This design comes from an exercise in tuning for small area on the open sky130 flow, not from production work. RTL that was checked went through simulation tests only; none was proved equivalent to the original. Power and IR drop assume default switching activity.

## smcore_monitor
module smcore_monitor (
    input  wire        clk,
    input  wire        rst,             
    input  wire        ms_tick,         
    input  wire        start,           
    input  wire        clear_latch,     
    input  wire [47:0] ain,             
    input  wire [3:0]  din,             
    input  wire [15:0] cfg_gain,
    input  wire [15:0] cfg_offset,
    input  wire [15:0] cfg_z1,
    input  wire [15:0] cfg_z2,
    input  wire [15:0] cfg_z3,
    input  wire [15:0] cfg_z4,
    input  wire [15:0] cfg_prox,
    input  wire [3:0]  cfg_ai_en,
    input  wire [3:0]  cfg_di_en,
    input  wire [3:0]  cfg_di_high,
    input  wire        cfg_auto_reset,
    output wire        ready,
    output reg         done,
    output wire        relay,
    output wire        indicator,
    output wire [2:0]  safety_status,
    output wire [4:0]  zone_status,
    output reg         prox_alert,
    output reg  [3:0]  safety_error,
    output reg  [47:0] ai_mv,           
    output wire [3:0]  di_status
);
For scale: ~450 flip-flops, roughly 17000 um^2 of cells after synthesis.
clock: 17.0 ns
lec_check: 0
cap_margin: 20
core_margin: 2
core_utilization: 60
place_density: 0.75
slew_margin: 20
standard.sh (not shown) runs the stock make flow with config.mk's settings and CLKGATE_MAP_FILE= SYNTH_SCRIPT=/design/flow/synth_recipe.tcl, a recipe that flattens the netlist after the stock synthesis.
==> flow/flow/run.sh <==
#!/bin/bash
# Layout flow: the standard ORFS flow (standard.sh), with two changes:
#  - ports are buffered with the smallest buffer (sky130_fd_sc_hd__buf_1)
#  - clock tree: clkbuf_8 leaf clusters of at most 16 sinks, no dummy loads
#  - power recovery (downsizing off-critical cells) at global routing
# The full make/OpenROAD/Yosys output goes to flow_make.log in this folder.
set -euo pipefail
export BUFFER_PORTS_ARGS="-buffer_cell sky130_fd_sc_hd__buf_1"
export CTS_ARGS="-sink_clustering_enable -repair_clock_nets -dont_use_dummy_load -buf_list sky130_fd_sc_hd__clkbuf_8 -sink_clustering_size 16 -sink_clustering_max_diameter 60"
export RECOVER_POWER=100
bash standard.sh > flow_make.log 2>&1
The baseline finished but failed the layout checks on max-capacitance violations, max-slew violations.
Change:
--- a/flow/flow/run.sh
+++ b/flow/flow/run.sh
@@ -5 +4,0 @@
-#  - power recovery (downsizing off-critical cells) at global routing
@@ -10 +8,0 @@
-export RECOVER_POWER=100
=> This time the run ran to the end with no violations. Hold slack stays the same. Sequential power is about the same. Wire length stays flat. Clock skew hardly moves. Sequential share of layout area barely changes. Cell area is about the same.
No functional check of the RTL was part of any run of this note.

========
Setup of build 79:
Another version of the RTL of smcore_monitor (not shown whole).
Size in the first run: about 470 flip-flops, ~0.019 mm^2 of cells after synthesis.
Settings: LEC_CHECK=0, CAP_MARGIN=20, CORE_MARGIN=2, CORE_UTILIZATION=40, PLACE_DENSITY=0.6, SLEW_MARGIN=20; clock period 17.0 ns.
run.sh (not shown) runs the stock make flow with config.mk's settings and CLKGATE_MAP_FILE= SYNTH_SCRIPT=/design/flow/synth_recipe.tcl, a recipe that flattens the netlist after the stock synthesis.
Stock flow here: none of the scripts above is used.
Build 79: PASS, flow complete, no timing, DRC or antenna violations
diff inputs: build 79 => build 50
Settings: putting CTS_BUF_LIST at sky130_fd_sc_hd__clkbuf_8 where nothing was set; swapping 40 for 60 in CORE_UTILIZATION; swapping 0.6 for 0.75 in PLACE_DENSITY; putting CTS_CLUSTER_DIAMETER at 60 where nothing was set; putting CTS_CLUSTER_SIZE at 18 where nothing was set.
==> run notes <==
| clock buffer instance count of the final layout | build 50 vs build 79 | 29 lower |
Higher via count normalized by instance count goes to build 50 over build 79.
Diff build 79 -> build 50: total wirelength of the detailed-routed design moved down; post-route fraction of the period consumed by the critical path moved up; port buffer count level; area growth from synthesis to layout moved down.
What build 97 does differently from build 50 at the input level:
Settings: CTS_BUF_LIST removed (was sky130_fd_sc_hd__clkbuf_8); CTS_CLUSTER_DIAMETER removed (was 60); CTS_CLUSTER_SIZE removed (was 18).
==> flow/flow/run.sh (new file) <==
#!/bin/bash
# Layout flow: the standard ORFS flow (standard.sh), with two changes:
#  - ports are buffered with the smallest buffer (sky130_fd_sc_hd__buf_1)
#  - clock tree: clkbuf_8 leaf clusters of at most 16 sinks, no dummy loads
# The full make/OpenROAD/Yosys output goes to flow_make.log in this folder.
set -euo pipefail
export BUFFER_PORTS_ARGS="-buffer_cell sky130_fd_sc_hd__buf_1"
export CTS_ARGS="-sink_clustering_enable -repair_clock_nets -dont_use_dummy_load -buf_list sky130_fd_sc_hd__clkbuf_8 -sink_clustering_size 16 -sink_clustering_max_diameter 60"
bash standard.sh > flow_make.log 2>&1
==> flow/standard.sh (new file) <==
#!/bin/bash
# synth_recipe.tcl (not shown) runs the flow's synth.tcl, then flattens the netlist and writes it again
# the make line also repeats each setting of config.mk as NAME=value (left out here)
make -C /OpenROAD-flow-scripts/flow DESIGN_CONFIG=/design/flow/config.mk WORK_HOME=/design/flow/orfs CLKGATE_MAP_FILE= SYNTH_SCRIPT=/design/flow/synth_recipe.tcl "${@:-finish}"
removed: flow/run.sh
--- outcome ---
- | combinational group share of total power | build 97 vs build 50 | 0.3 points higher |
- | overall routed net length | build 97 vs build 50 | better |
- Going from build 50 to build 97, total met2 wirelength after detailed routing grew slightly.
- Diff build 50 -> build 97 | reported net switching power | decrease of 0.031 mW
- Diff build 50..build 97 | sequential cell count | unchanged
- Comparing fmax for build 50 and build 97, the bigger number came from build 97.
- The utilization of the core after routing of build 97 falls short of that of build 50 by 5.7 points.
- Build 50 has a higher cell area than build 97.
- The higher sequential share of layout area came out of build 97.
- Combinational power, build 97 vs build 50: down by a few percent
- Global-route wire length before repair: lower on build 97
- Per the final summary, build 97 finished and its layout is clean on timing, DRC and antenna.

========
smcore_monitor, a different RTL version from the one above (not shown whole).
For scale: about 440 flip-flops, ~16000 µm² of cells after synthesis.
export LEC_CHECK = 0
export CAP_MARGIN = 20
export CORE_MARGIN = 2
export CORE_UTILIZATION = 60
export PLACE_DENSITY = 0.75
export SLEW_MARGIN = 20
create_clock -name core_clock -period 17.0 [get_ports {clk}]
standard.sh (not shown) runs the stock make flow with config.mk's settings and CLKGATE_MAP_FILE= SYNTH_SCRIPT=/design/flow/synth_recipe.tcl, a recipe that flattens the netlist after the stock synthesis.
==> flow/flow/run.sh <==
#!/bin/bash
# Layout flow: the standard ORFS flow (standard.sh), with two changes:
#  - ports are buffered with the smallest buffer (sky130_fd_sc_hd__buf_1)
#  - clock tree: clkbuf_8/clkbuf_16, leaf clusters of at most 30 sinks,
#    no dummy loads
# The full make/OpenROAD/Yosys output goes to flow_make.log in this folder.
set -euo pipefail
export BUFFER_PORTS_ARGS="-buffer_cell sky130_fd_sc_hd__buf_1"
export CTS_ARGS="-sink_clustering_enable -repair_clock_nets -dont_use_dummy_load -buf_list {sky130_fd_sc_hd__clkbuf_8 sky130_fd_sc_hd__clkbuf_16} -sink_clustering_size 30 -sink_clustering_max_diameter 100"
bash standard.sh > flow_make.log 2>&1
Edit:
==> flow/run.sh (new file) <==
#!/bin/bash
# synth_recipe.tcl (not shown) runs the flow's synth.tcl, then flattens the netlist and writes it again
# the make line also repeats each setting of config.mk as NAME=value (left out here)
make -C /OpenROAD-flow-scripts/flow DESIGN_CONFIG=/design/flow/config.mk WORK_HOME=/design/flow/orfs CLKGATE_MAP_FILE= SYNTH_SCRIPT=/design/flow/synth_recipe.tcl finish
Settings changed: CTS_BUF_LIST from default to sky130_fd_sc_hd__clkbuf_16, CTS_CLUSTER_DIAMETER from default to 80, CTS_CLUSTER_SIZE from default to 24.
removed: flow/flow/run.sh
removed: flow/standard.sh
Critical path depth does not change.
Global-route usage is higher by 1.2 points.
Sequential power stays flat.
Synthesized area is unchanged.
Cell area is higher by 9.6%.
Routed wire length is higher by 4.4%.
Edit:
==> flow/flow/run.sh (new file) <==
#!/bin/bash
# Layout flow: the standard ORFS flow (standard.sh), with two changes:
#  - ports are buffered with the smallest buffer (sky130_fd_sc_hd__buf_1)
#  - clock tree: clkbuf_16 leaf clusters of at most 30 sinks, no dummy loads
# The full make/OpenROAD/Yosys output goes to flow_make.log in this folder.
set -euo pipefail
export BUFFER_PORTS_ARGS="-buffer_cell sky130_fd_sc_hd__buf_1"
export CTS_ARGS="-sink_clustering_enable -repair_clock_nets -dont_use_dummy_load -buf_list sky130_fd_sc_hd__clkbuf_16 -sink_clustering_size 30 -sink_clustering_max_diameter 100"
bash standard.sh > flow_make.log 2>&1
==> flow/standard.sh (new file) <==
#!/bin/bash
# synth_recipe.tcl (not shown) runs the flow's synth.tcl, then flattens the netlist and writes it again
# the make line also repeats each setting of config.mk as NAME=value (left out here)
make -C /OpenROAD-flow-scripts/flow DESIGN_CONFIG=/design/flow/config.mk WORK_HOME=/design/flow/orfs CLKGATE_MAP_FILE= SYNTH_SCRIPT=/design/flow/synth_recipe.tcl "${@:-finish}"
Settings changed: CTS_BUF_LIST sky130_fd_sc_hd__clkbuf_16 to default, CTS_CLUSTER_DIAMETER 80 to default, CTS_CLUSTER_SIZE 24 to default.
removed: flow/run.sh
Register-to-register slack improves by 0.08 ns.
Final cell count is lower by 0.81%.
Die area is unchanged.
Maximum frequency came out higher by 0.78%.
Clock skew is higher by 0.028 ns.
Cell area drops by 8.8%.
Critical path depth stays the same.
Area after synthesis does not change.
Wire length is lower by 4.3%.
Synthesized cell count does not change.
Worst setup slack is better by 0.085 ns.

========
== job 131 ==
Another version of the RTL of smcore_monitor (not shown whole).
For scale: about 1800 cells after synthesis, roughly 460 flip-flops, about 250 I/O pins, ~18000 sq um of cells after synthesis.
Settings: LEC_CHECK=0, CAP_MARGIN=20, CORE_MARGIN=2, CORE_UTILIZATION=60, PLACE_DENSITY=0.75, SLEW_MARGIN=20; clock period 17.0 ns.
==> flow/flow/run.sh <==
#!/bin/bash
# Layout flow: the standard ORFS flow (standard.sh), with two changes:
#  - ports are buffered with the smallest buffer (sky130_fd_sc_hd__buf_1)
#  - clock tree: clkbuf_8 leaf clusters of at most 16 sinks, no dummy loads
# The full make/OpenROAD/Yosys output goes to flow_make.log in this folder.
set -euo pipefail
export BUFFER_PORTS_ARGS="-buffer_cell sky130_fd_sc_hd__buf_1"
export CTS_ARGS="-sink_clustering_enable -repair_clock_nets -dont_use_dummy_load -buf_list sky130_fd_sc_hd__clkbuf_8 -sink_clustering_size 16 -sink_clustering_max_diameter 60"
bash standard.sh > flow_make.log 2>&1
Setup changes, job 131 to job 4366
==> flow/run.sh (new file) <==
#!/bin/bash
# synth_recipe.tcl (not shown) runs the flow's synth.tcl, then flattens the netlist and writes it again
# the make line also repeats each setting of config.mk as NAME=value (left out here)
make -C /OpenROAD-flow-scripts/flow DESIGN_CONFIG=/design/flow/config.mk WORK_HOME=/design/flow/orfs CLKGATE_MAP_FILE= SYNTH_SCRIPT=/design/flow/synth_recipe.tcl finish
-- flow/config.mk --
<<< job 131, line 9
export CORE_MARGIN = 2
export CORE_UTILIZATION = 60
export PLACE_DENSITY = 0.75
export SLEW_MARGIN = 20
>>> job 4366, line 9
export CORE_MARGIN = 2
export CORE_UTILIZATION = 60
export CTS_BUF_LIST = sky130_fd_sc_hd__clkbuf_16
export CTS_CLUSTER_DIAMETER = 80
export CTS_CLUSTER_SIZE = 24
export PLACE_DENSITY = 0.75
export SLEW_MARGIN = 20
removed: flow/flow/run.sh
removed: flow/standard.sh
==> run notes <==
Diff job 4366..job 131 | via count normalized by instance count | negligible
Higher post-detailed-route wirelength per cell goes to job 4366 over job 131.
Summary of job 4366 over job 131: final wirelength grew by 5.1%; share of cell area taken by flip-flops and latches went down 4.0 points.
Min count of buffers not belonging to the clock network in the layout across job 131 and job 4366: job 131
Diff job 4366..job 131 | total core area | unchanged
Against job 131, number of nets at the end of the flow in job 4366 fell slightly.
Highest metal layer with signal wires: met4 -> job 131, met5 -> job 4366
Diff job 131 -> job 4366 | maximum number of pins on one net before global-route repair | down slightly
Job 4366 vs job 131: last weighted congestion value of the routability-driven placer up slightly
Length of routed met3 wiring up about 14% in job 4366 wrt job 131

========
RTL: one of the versions met above, not the one the previous note started from.
Size in the first run: ~250 I/O pins.
Design smcore_monitor, start of the top module:
module smcore_monitor (
    input  wire        clk,
    input  wire        rst,             
    input  wire        ms_tick,         
    input  wire        start,           
    input  wire        clear_latch,     
    input  wire [47:0] ain,             
    input  wire [3:0]  din,             
    input  wire [15:0] cfg_gain,
    input  wire [15:0] cfg_offset,
    input  wire [15:0] cfg_z1,
    input  wire [15:0] cfg_z2,
    input  wire [15:0] cfg_z3,
    input  wire [15:0] cfg_z4,
    input  wire [15:0] cfg_prox,
    input  wire [3:0]  cfg_ai_en,
    input  wire [3:0]  cfg_di_en,
    input  wire [3:0]  cfg_di_high,
    input  wire        cfg_auto_reset,
    output wire        ready,
    output reg         done,
    output wire        relay,
    output wire        indicator,
    output reg  [2:0]  safety_status,
    output reg  [4:0]  zone_status,
    output reg         prox_alert,
    output reg  [3:0]  safety_error,
    output reg  [47:0] ai_mv,           
    output wire [3:0]  di_status
);
Settings: LEC_CHECK=0, CAP_MARGIN=20, CORE_MARGIN=2, CORE_UTILIZATION=60, CTS_BUF_LIST=sky130_fd_sc_hd__clkbuf_16, CTS_CLUSTER_DIAMETER=80, CTS_CLUSTER_SIZE=24, PLACE_DENSITY=0.75, SLEW_MARGIN=20; clock period 17.0 ns.
run.sh (not shown) runs the stock make flow with config.mk's settings and CLKGATE_MAP_FILE= SYNTH_SCRIPT=/design/flow/synth_recipe.tcl, a recipe that flattens the netlist after the stock synthesis.
Stock flow here: none of the scripts above is used.
Edit:
Settings changed: CORE_UTILIZATION 60 to 40, CTS_BUF_LIST sky130_fd_sc_hd__clkbuf_16 to sky130_fd_sc_hd__clkbuf_4, CTS_CLUSTER_DIAMETER 80 to not set, CTS_CLUSTER_SIZE 24 to not set, PLACE_DENSITY 0.75 to 0.6.
Outcome: The new run produced a clean layout; setup slack improves by 0.30 ns; count of clock-buffer cells in the layout climbs by 154; area after synthesis does not change; core utilization drops by 22 points; cell area climbs by 5.0%; wire length climbs by 8.4%; clock skew climbs by 0.020 ns; global-route usage drops by 6.2 points.

========
== run 1 ==
smcore_monitor, a different RTL version from the one above (not shown whole).
Size: roughly 1500 cells after synthesis, roughly 440 flip-flops, ~250 I/O pins, about 17000 µm² of cells after synthesis.
==> flow/config.mk <==
export PLATFORM = sky130hd
export DESIGN_NAME = smcore_monitor
export DESIGN_NICKNAME = smcore_monitor
export VERILOG_FILES = /design/flow/design.v
export SDC_FILE = /design/flow/constraint.sdc
export NUM_CORES = 4
export LEC_CHECK = 0
export CAP_MARGIN = 20
export CORE_MARGIN = 2
export CORE_UTILIZATION = 60
export CTS_BUF_LIST = sky130_fd_sc_hd__clkbuf_16
export CTS_CLUSTER_DIAMETER = 80
export CTS_CLUSTER_SIZE = 24
export PLACE_DENSITY = 0.75
export SLEW_MARGIN = 20
==> flow/constraint.sdc <==
create_clock -name core_clock -period 17.0 [get_ports {clk}]
set_input_delay 3.4000 -clock core_clock [delete_from_list [all_inputs] [get_ports {clk}]]
set_output_delay 3.4000 -clock core_clock [all_outputs]
set_load 0.01 [all_outputs]
Run 1 finished every stage and its layout cleared the timing, design-rule and antenna checks.
What run 2 does differently from run 1 at the input level:
==> flow/flow/run.sh (new file) <==
#!/bin/bash
# Layout flow: the standard ORFS flow (standard.sh), with two changes:
#  - ports are buffered with the smallest buffer (sky130_fd_sc_hd__buf_1)
#  - clock tree: clkbuf_16 leaf clusters of at most 30 sinks, no dummy loads
# The full make/OpenROAD/Yosys output goes to flow_make.log in this folder.
set -euo pipefail
export BUFFER_PORTS_ARGS="-buffer_cell sky130_fd_sc_hd__buf_1"
export CTS_ARGS="-sink_clustering_enable -repair_clock_nets -dont_use_dummy_load -buf_list sky130_fd_sc_hd__clkbuf_16 -sink_clustering_size 30 -sink_clustering_max_diameter 100"
bash standard.sh > flow_make.log 2>&1
==> flow/standard.sh (new file) <==
#!/bin/bash
# synth_recipe.tcl (not shown) runs the flow's synth.tcl, then flattens the netlist and writes it again
# the make line also repeats each setting of config.mk as NAME=value (left out here)
make -C /OpenROAD-flow-scripts/flow DESIGN_CONFIG=/design/flow/config.mk WORK_HOME=/design/flow/orfs CLKGATE_MAP_FILE= SYNTH_SCRIPT=/design/flow/synth_recipe.tcl "${@:-finish}"
diff --git a/flow/config.mk b/flow/config.mk
--- a/flow/config.mk
+++ b/flow/config.mk
@@ -10,5 +10,2 @@
-export CORE_UTILIZATION = 60
-export CTS_BUF_LIST = sky130_fd_sc_hd__clkbuf_16
-export CTS_CLUSTER_DIAMETER = 80
-export CTS_CLUSTER_SIZE = 24
-export PLACE_DENSITY = 0.75
+export CORE_UTILIZATION = 70
+export PLACE_DENSITY = 0.85
removed: flow/run.sh
[summary]
- Run 1 → run 2: worst setup margin fell by 0.22 ns, shortest period the worst path allows moved up, area growth from synthesis to layout decreased by 11 points relative to the old numbers, clock-buffer cell count shrank by 5, power density relative to cell area climbed 4.9%.
- Looking at post-layout total power, run 2 sits about 4.6% below run 1.
- Of run 1 and run 2, the higher total half-perimeter wirelength after legalization and detailed placement belongs to run 1.
- The via count reported for run 2 is higher than the one for run 1.
- Run 1 has a higher fmax than run 2.
- Per the final summary, run 2 finished and its layout is clean on timing, DRC and antenna.
[inputs] run 3 vs run 2
diff --git a/flow/config.mk b/flow/config.mk
--- a/flow/config.mk
+++ b/flow/config.mk
@@ -10,2 +10,2 @@
-export CORE_UTILIZATION = 70
-export PLACE_DENSITY = 0.85
+export CORE_UTILIZATION = 60
+export PLACE_DENSITY = 0.75
Results
Relative to run 2, the final area of run 3 is higher by about 0.4%. From run 2 to run 3 the numbers moved as follows: first-pass GRT wire length went up by 180 µm; standard cell core area rose 3700 µm²; overall power consumption saw a decrease. There was hardly any difference in share of total power consumed by net switching between run 2 and run 3. Row signed area change from the synthesized netlist to the final layout: run 3 higher / run 2 lower. Looking at run 3 and run 2, the share of the synthesized netlist area taken by xor and xnor gates is a wash.

afterwards: timing with drivers on the ports:
Ports are ideal in the flow. The routed layouts listed here were re-timed in OpenROAD. Step 1 assumes that a clkbuf_16 drives the clock port and a buf_2 every other input. Step 2 adds t to the input delays and takes it off the output delays; t is the mean of the earliest and latest rising clock arrival at the registers after step 1. Input paths then give back, and output paths get back, about the clock's delay inside the block. Three values: ideal ports, drivers, drivers and shift; two values: the first two.
| run | t (ns) | setup slack, ns | worst setup path after step 2 |
|---|---|---|---|
| the first run of note 1 | 0.577 | 6.087 / 6.087 / 6.087 | register to register |
| the second run of note 1 | 0.578 | 6.468 / 6.468 / 6.468 | register to register |
| build 79 | 0.627 | 10.985 / 11.014 / 10.386 | input to register |
| build 50 | 0.609 | 10.931 / 10.931 / 10.401 | input to register |
| build 97 | 0.575 | 11.227 / 11.227 / 10.716 | input to register |
| the first run of note 3 | 0.546 | 6.214 / 6.214 / 6.005 | input to register |
| the second run of note 3 | 0.579 | 6.129 / 6.129 / 5.661 | input to register |
| the third run of note 3 | 0.546 | 6.214 / 6.214 / 6.005 | input to register |
| job 131 | 0.582 | 10.562 / 10.562 / 10.562 | register to register |
| job 4366 | 0.586 | 10.519 / 10.519 / 10.401 | input to register |
| the first run of note 5 | 0.601 | 10.929 / 10.929 / 10.400 | input to register |
| the second run of note 5 | 0.863 | 11.227 / 11.201 / 10.389 | input to register |
| run 1 | 0.591 | 6.676 / 6.676 / 6.136 | input to register |
| run 2 | 0.550 | 6.456 / 6.456 / 6.456 | register to register |
| run 3 | 0.554 | 6.452 / 6.452 / 6.452 | register to register |
For the second run of note 5, which loses most, drivers alone change the setup slack by -0.026 ns; drivers and shift together by -0.838 ns.
